Background: an optimization exercise with open tools, aiming at small area, a short achievable clock period and few clock cycles. Do not read the settings as production practice. Power figures rest on the tool's default switching activity, not on a simulated workload.

==> inputs of 07-14 <==
==> flow/design.v <==
module cinepak_yuv_sum (
    input  wire [7:0]  y,
    input  wire [7:0]  u,       
    input  wire [7:0]  v,       
    input  wire [8:0]  nw,      
    output wire [9:0]  r_sum,
    output wire [9:0]  g_sum,
    output wire [9:0]  b_sum
);
    wire [9:0] ys = {2'b00, y};
    cinepak_add10 u_ar (.a(ys), .b({v[7], v, 1'b0}), .ci(1'b0), .s(r_sum));
    cinepak_add10 u_ab (.a(ys), .b({u[7], u, 1'b0}), .ci(1'b0), .s(b_sum));
    cinepak_add10 u_ag (.a(ys), .b({nw[8], nw}),     .ci(1'b1), .s(g_sum));
endmodule
module cinepak_yuv_pack (
    input  wire [9:0]  r_sum,
    input  wire [9:0]  g_sum,
    input  wire [9:0]  b_sum,
    input  wire [3:0]  f,
    output wire [23:0] pix
);
    wire [7:0] r = r_sum[9] ? 8'd0 : (r_sum[8] ? 8'd255 : r_sum[7:0]);
    wire [7:0] g = g_sum[9] ? 8'd0 : (g_sum[8] ? 8'd255 : g_sum[7:0]);
    wire [7:0] b = b_sum[9] ? 8'd0 : (b_sum[8] ? 8'd255 : b_sum[7:0]);
    assign pix = ({24{f[0]}} & {8'd0, r[7:3], g[7:2], b[7:3]})
               | ({24{f[1]}} & {10'd0, r[7:3], g[7:3], b[7:4]})
               | ({24{f[2]}} & {r, g, b})
               | ({24{f[3]}} & {16'd0, b});
endmodule
module cinepak_add10 (
    input  wire [9:0] a,
    input  wire [9:0] b,
    input  wire       ci,
    output wire [9:0] s
);
    wire [9:0] g = a & b;
    wire [9:0] p = a ^ b;
    wire [9:0] gl [0:4];
    wire [9:0] pl [0:4];
    assign gl[0] = {g[9:1], g[0] | (p[0] & ci)};
    assign pl[0] = p;
    genvar k, i;
    generate
        for (k = 0; k < 4; k = k + 1) begin : lvl
            for (i = 0; i < 10; i = i + 1) begin : bit_
                if ((i >> k) & 1) begin : merge
                    assign gl[k+1][i] = gl[k][i] | (pl[k][i] & gl[k][((i >> k) << k) - 1]);
                    assign pl[k+1][i] = pl[k][i] & pl[k][((i >> k) << k) - 1];
                end else begin : pass
                    assign gl[k+1][i] = gl[k][i];
                    assign pl[k+1][i] = pl[k][i];
                end
            end
        end
    endgenerate
    assign s = p ^ {gl[4][8:0], ci};
endmodule
module cinepak_cb_loader (
    input  wire        clk,
    input  wire        rst,
    input  wire        in_valid,
    output wire        in_ready,
    input  wire [7:0]  in_data,
    input  wire [1:0]  fmt,
    output reg         out_valid,
    input  wire        out_ready,
    output reg         out_v1,
    output reg  [7:0]  out_index,
    output reg  [95:0] out_pix
);
    localparam M_HDR  = 2'd0;    
    localparam M_CB   = 2'd1;    
    localparam M_SKIP = 2'd2;    
    reg  [1:0]  mode;
    reg  [1:0]  hcnt;             
    reg  [23:0] rem;              
    reg         cb_is;            
    reg         cb_sparse;
    reg         cb_v1;
    reg         cb_short;
    reg  [1:0]  cb_fmt;
    reg         fresh;            
    reg  [5:0]  fo;               
    reg         is_ent;           
    reg  [31:0] mask;             
    reg  [3:0]  grp;              
    reg  [7:0]  cur_idx;          
    reg         cur_v1;
    reg  [7:0]  s2idx;            
    reg         s2v1;             
    reg  [7:0]  q0, q1, q2, q3;
    reg  [2:0]  qn;               
    reg  [7:0]  su, sv;
    reg  [8:0]  nw;               
    reg  [3:0]  conv_f;           
    reg  [2:0]  rdy;              
    reg  [1:0]  pc;               
    reg         s2v;              
    reg  [1:0]  s2pc;             
    reg  [9:0]  s2r, s2g, s2b;    
    reg         in_rdy;
    assign in_ready = in_rdy;
    wire take = in_valid && in_rdy;
    reg  last;                    
    reg  fits4;                   
    reg  fits6;                   
    wire fitsn = cb_short ? fits4 : fits6;
    wire rem_hi0 = (rem[23:8] == 16'd0);
    reg  [23:0] rem_dec;
    integer d;
    always @* begin
        for (d = 0; d < 24; d = d + 1)
            rem_dec[d] = rem[d] ^ ((rem & ((24'd1 << d) - 24'd1)) == 24'd0);
    end
    reg         mask_zero;
    wire        done      = mask_zero && grp[3];
    wire        need_flag = mask_zero && cb_sparse;
    wire [31:0] m_eff     = mask_zero ? 32'hffffffff : mask;
    reg  [4:0] lead;
    integer l;
    always @* begin
        lead = 5'd0;
        for (l = 0; l < 32; l = l + 1)
            if (m_eff[l]) lead = 31 - l;
    end
    wire [2:0] grp_m1   = grp[2:0] - 3'd1;
    wire [7:0] next_idx = {(mask_zero ? grp[2:0] : grp_m1), lead};
    wire in_cb    = (mode == M_CB);
    wire fs       = in_cb && fo[0];
    wire fs_ent   = fs && !done && !need_flag && fitsn;
    wire fs_flag  = fs && !done && need_flag && fits4;
    wire fs_skip  = fs && !fs_ent && !fs_flag;
    wire mid_ent  = in_cb && !fo[0] && is_ent;
    wire mid_flag = in_cb && !fo[0] && !is_ent;
    wire ent_end  = mid_ent && (cb_short ? fo[3] : fo[5]);
    wire y_byte   = fs_ent || (mid_ent && !fo[4] && !fo[5]);
    wire hdr_end  = take && (mode == M_HDR) && (hcnt == 2'd3);
    wire no_pay = rem_hi0 && (in_data <= 8'd4);
    wire out_free = !out_valid || out_ready;
    wire s2_move  = s2v && ((s2pc != 2'd0) || out_free);
    wire conv     = (rdy != 3'd0) && (!s2v || s2_move);
    wire y_in     = take && y_byte;
    wire y_rdy    = y_in && cb_short;
    wire ent_in   = take && !cb_short && ent_end;
    wire [2:0] rdy_up = rdy + 3'd1;
    wire [2:0] rdy_dn = rdy - 3'd1;
    wire [2:0] qn_up  = qn + 3'd1;
    wire [2:0] qn_dn  = qn - 3'd1;
    wire [2:0] rdy_n = ent_in ? 3'd4 :
                       (y_rdy && !conv) ? rdy_up :
                       (!y_rdy && conv) ? rdy_dn : rdy;
    wire [2:0] qn_n  = (y_in && !conv) ? qn_up :
                       (!y_in && conv) ? qn_dn : qn;
    wire [1:0] pc_n  = pc + {1'b0, conv};
    wire       s2v_n  = conv || (s2v && !s2_move);
    wire [1:0] s2pc_n = conv ? pc : s2pc;
    wire out_valid_n = (out_valid && !out_ready) || (s2_move && s2pc == 2'd3);
    wire [2:0] wp    = conv ? qn_dn : qn;
    wire fresh_n     = hdr_end ? (!no_pay && cb_is) : (take ? 1'b0 : fresh);
    wire sure_n   = !s2v_n || (s2pc_n != 2'd0) || !out_valid_n;
    wire rdy_nz_n = (rdy_n != 3'd0);
    always @(posedge clk) begin
        if (rst) begin
            mode   <= M_HDR;
            hcnt   <= 2'd0;
            fo     <= 6'd1;
            fresh  <= 1'b0;
            rdy    <= 3'd0;
            qn     <= 3'd0;
            pc     <= 2'd0;
            s2v    <= 1'b0;
            in_rdy <= 1'b1;
            out_valid <= 1'b0;
        end else begin
            rdy    <= rdy_n;
            qn     <= qn_n;
            pc     <= pc_n;
            s2v    <= s2v_n;
            fresh  <= fresh_n;
            out_valid <= out_valid_n;
            in_rdy <= !((qn_n == 3'd4) && rdy_nz_n && !sure_n) &&
                      !(fresh_n && (qn_n != 3'd0));
            if (take) begin
                case (mode)
                M_HDR: begin
                    hcnt <= hcnt + 2'd1;
                    if (hcnt == 2'd3) begin
                        fo   <= 6'd1;
                        if (no_pay)
                            mode <= M_HDR;
                        else if (cb_is)
                            mode <= M_CB;
                        else
                            mode <= M_SKIP;
                    end
                end
                default: begin
                    if (last) begin
                        mode <= M_HDR;
                        hcnt <= 2'd0;
                    end else if (fs_skip) begin
                        mode <= M_SKIP;
                    end
                    if (fs_flag || fs_ent)
                        fo   <= 6'd2;
                    if (mid_flag || mid_ent)
                        fo   <= ((mid_flag && fo[3]) || ent_end) ? 6'd1 : {fo[4:0], 1'b0};
                end
                endcase
            end
        end
    end
    always @(posedge clk) begin
        if (hdr_end)
            mask_zero <= 1'b1;
        else if (in_rdy && mid_flag && fo[3])
            mask_zero <= (mask[31:8] == 24'd0) && (in_data == 8'd0);
        else
            mask_zero <= (mask == 32'd0);
        if (hdr_end) begin
            grp  <= 4'd0;
            mask <= 32'd0;
        end
        if (take && mode != M_HDR) begin
            rem   <= rem_dec;
            last  <= (rem == 24'd6);
            fits4 <= !rem_hi0 || (rem[7:0] >= 8'd9);
            fits6 <= !rem_hi0 || (rem[7:0] >= 8'd11);
        end
        if (hdr_end) begin
            last  <= rem_hi0 && (in_data == 8'd5);
            fits4 <= !rem_hi0 || (in_data >= 8'd8);
            fits6 <= !rem_hi0 || (in_data >= 8'd10);
        end
        if (take && fs_flag) begin
            mask[31:24] <= in_data;
            grp    <= grp + 4'd1;
            is_ent <= 1'b0;
        end
        if (take && fs_ent) begin
            if (mask_zero) begin
                mask <= 32'hffffffff;
                grp  <= grp + 4'd1;
            end
            conv_f  <= 4'b0001 << cb_fmt;
            cur_idx <= next_idx;
            cur_v1  <= cb_v1;
            is_ent  <= 1'b1;
            if (cb_short || cb_fmt == 2'd3) begin
                su <= 8'd0;
                sv <= 8'd0;
                nw <= 9'h1ff;
            end
        end
        if (in_rdy) begin
            if (mode == M_HDR) begin
                case (hcnt)
                    2'd0: begin
                        cb_is     <= (in_data[7:3] == 5'b00100);
                        cb_sparse <= in_data[0];
                        cb_v1     <= in_data[1];
                        cb_short  <= in_data[2];
                        cb_fmt    <= fmt;
                    end
                    2'd1: rem[23:16] <= in_data;
                    2'd2: rem[15:8]  <= in_data;
                    default: rem[7:0] <= in_data;
                endcase
            end
            if (mid_ent) begin
                if (fo[4] && cb_fmt != 2'd3) su <= in_data;
                if (fo[5] && cb_fmt != 2'd3) begin
                    sv <= in_data;
                    nw <= ~w_sum[8:0];
                end
                if (fo[1])
                    mask[~cur_idx[4:0]] <= 1'b0;
            end
            if (mid_flag) begin
                if (fo[1]) mask[23:16] <= in_data;
                if (fo[2]) mask[15:8]  <= in_data;
                if (fo[3]) mask[7:0]   <= in_data;
            end
        end
    end
    wire wr = in_rdy && y_byte;
    wire [9:0] w_sum;
    cinepak_add10 u_aw (.a({{3{su[7]}}, su[7:1]}), .b({{2{in_data[7]}}, in_data}), .ci(1'b0), .s(w_sum));
    always @(posedge clk) begin
        if (conv) begin
            q0 <= q1;
            q1 <= q2;
            q2 <= q3;
        end
        if (wr) begin
            case (wp[1:0])
                2'd0: q0 <= in_data;
                2'd1: q1 <= in_data;
                2'd2: q2 <= in_data;
                default: q3 <= in_data;
            endcase
        end
    end
    wire [9:0] r_sum, g_sum, b_sum;
    cinepak_yuv_sum u_sum (.y(q0), .u(su), .v(sv), .nw(nw),
                           .r_sum(r_sum), .g_sum(g_sum), .b_sum(b_sum));
    always @(posedge clk) begin
        if (conv) begin
            s2pc <= pc;
            if (pc == 2'd0) begin
                s2idx <= cur_idx;
                s2v1  <= cur_v1;
            end
            s2r  <= r_sum;
            s2g  <= g_sum;
            s2b  <= b_sum;
        end
    end
    wire [23:0] pix;
    cinepak_yuv_pack u_pack (.r_sum(s2r), .g_sum(s2g), .b_sum(s2b), .f(conv_f), .pix(pix));
    always @(posedge clk) begin
        if (s2_move) begin
            case (s2pc)
                2'd0: begin
                    out_pix[23:0] <= pix;
                    out_v1        <= s2v1;
                    out_index     <= s2idx;
                end
                2'd1: out_pix[47:24] <= pix;
                2'd2: out_pix[71:48] <= pix;
                default: out_pix[95:72] <= pix;
            endcase
        end
    end
endmodule
==> flow/flow/run.sh <==
#!/bin/bash
# Standard ORFS layout, with small port buffers instead of delay cells and
# free cell sizing during timing repair.
bash standard.sh BUFFER_PORTS_ARGS="-buffer_cell sky130_fd_sc_hd__buf_2" MATCH_CELL_FOOTPRINT=0 finish > standard.log 2>&1
==> flow/standard.sh <==
#!/bin/bash
# synth_recipe.tcl (not shown) runs the flow's synth.tcl, then flattens the netlist and writes it again
# the make line also repeats each setting of config.mk as NAME=value (left out here)
make -C /OpenROAD-flow-scripts/flow DESIGN_CONFIG=/design/flow/config.mk WORK_HOME=/design/flow/orfs CLKGATE_MAP_FILE= SYNTH_SCRIPT=/design/flow/synth_recipe.tcl "${@:-finish}"
==> flow/config.mk <==
export PLATFORM = sky130hd
export DESIGN_NAME = cinepak_cb_loader
export DESIGN_NICKNAME = cinepak_cb_loader
export VERILOG_FILES = /design/flow/design.v
export SDC_FILE = /design/flow/constraint.sdc
export NUM_CORES = 4
export LEC_CHECK = 0
export CAP_MARGIN = 20
export CORE_MARGIN = 2
export CORE_UTILIZATION = 40
export PLACE_DENSITY = 0.6
export SETUP_SLACK_MARGIN = 3.5
export SLEW_MARGIN = 20
export TNS_END_PERCENT = 0
==> flow/constraint.sdc <==
create_clock -name core_clock -period 5.0 [get_ports {clk}]
set_input_delay 1.0000 -clock core_clock [delete_from_list [all_inputs] [get_ports {clk}]]
set_output_delay 1.0000 -clock core_clock [all_outputs]
set_load 0.01 [all_outputs]
==> 11-11: changes against 07-14 <==
==> flow/flow/run.sh (replaced) <==
#!/bin/bash
# Standard ORFS layout, with small port buffers instead of delay cells and
# free cell sizing during timing repair.
bash standard.sh BUFFER_PORTS_ARGS="-buffer_cell sky130_fd_sc_hd__buf_1" MATCH_CELL_FOOTPRINT=0 finish > standard.log 2>&1
CTS_CLUSTER_DIAMETER = 75   (was default)
CTS_CLUSTER_SIZE = 36   (was default)
SETUP_SLACK_MARGIN = 3   (was 3.5)
==> notes <==
- In sequential power, 11-11 and 07-14 hardly differ.
- Combinational power is about the same in 11-11 and 07-14.
- Die area is the same in 11-11 and 07-14.
- In 07-14 the non-clock buffer count is lower than in 11-11, by 6.
- Between 11-11 and 07-14, the lower wire length is in 07-14 (gap about 0.7%, measured against 07-14).
- Between 11-11 and 07-14, the lower total power is in 11-11 (gap 6.7%, measured against 07-14).
- Global-route usage: 07-14 is lower than 11-11 (0.090 points).
- Critical path depth: 07-14 is lower than 11-11 (6).
- Against 07-14, the sequential share of layout area of 11-11 is higher by 1.4 points.
Function was not checked in any run of this note: the RTL went through the layout flow alone.

==> separate check: timing with driven ports <==
The flow's constraints put no driver on any port. The routed layouts listed below were extracted and timed again, unchanged, in two steps. Step 1, drivers: a clkbuf_16 drives clk and a buf_2 each remaining input, both assumed. Step 2 moves the port delays by t, midway between the first and last clock arrival at a register: inputs arrive t later, outputs are due t later. That takes back most of the time a late clock gives input paths. Slacks: ideal / step 1 / step 2; pairs: ideal / step 1.
run | t, ns | slack for setup (ns) | hold WS [ns] | cell pins on the clock port's net
07-14 | 0.548 | 2.664 / 2.695 / 2.147 | 0.419 / 0.419 / 0.419 | 1
11-11 | 0.585 | 2.663 / 2.663 / 2.116 | 0.428 / 0.428 / 0.428 | 1
After both steps every run listed still meets setup and hold. For 11-11, which loses most, drivers alone change the setup slack by 0.000 ns; drivers and shift together by -0.547 ns.
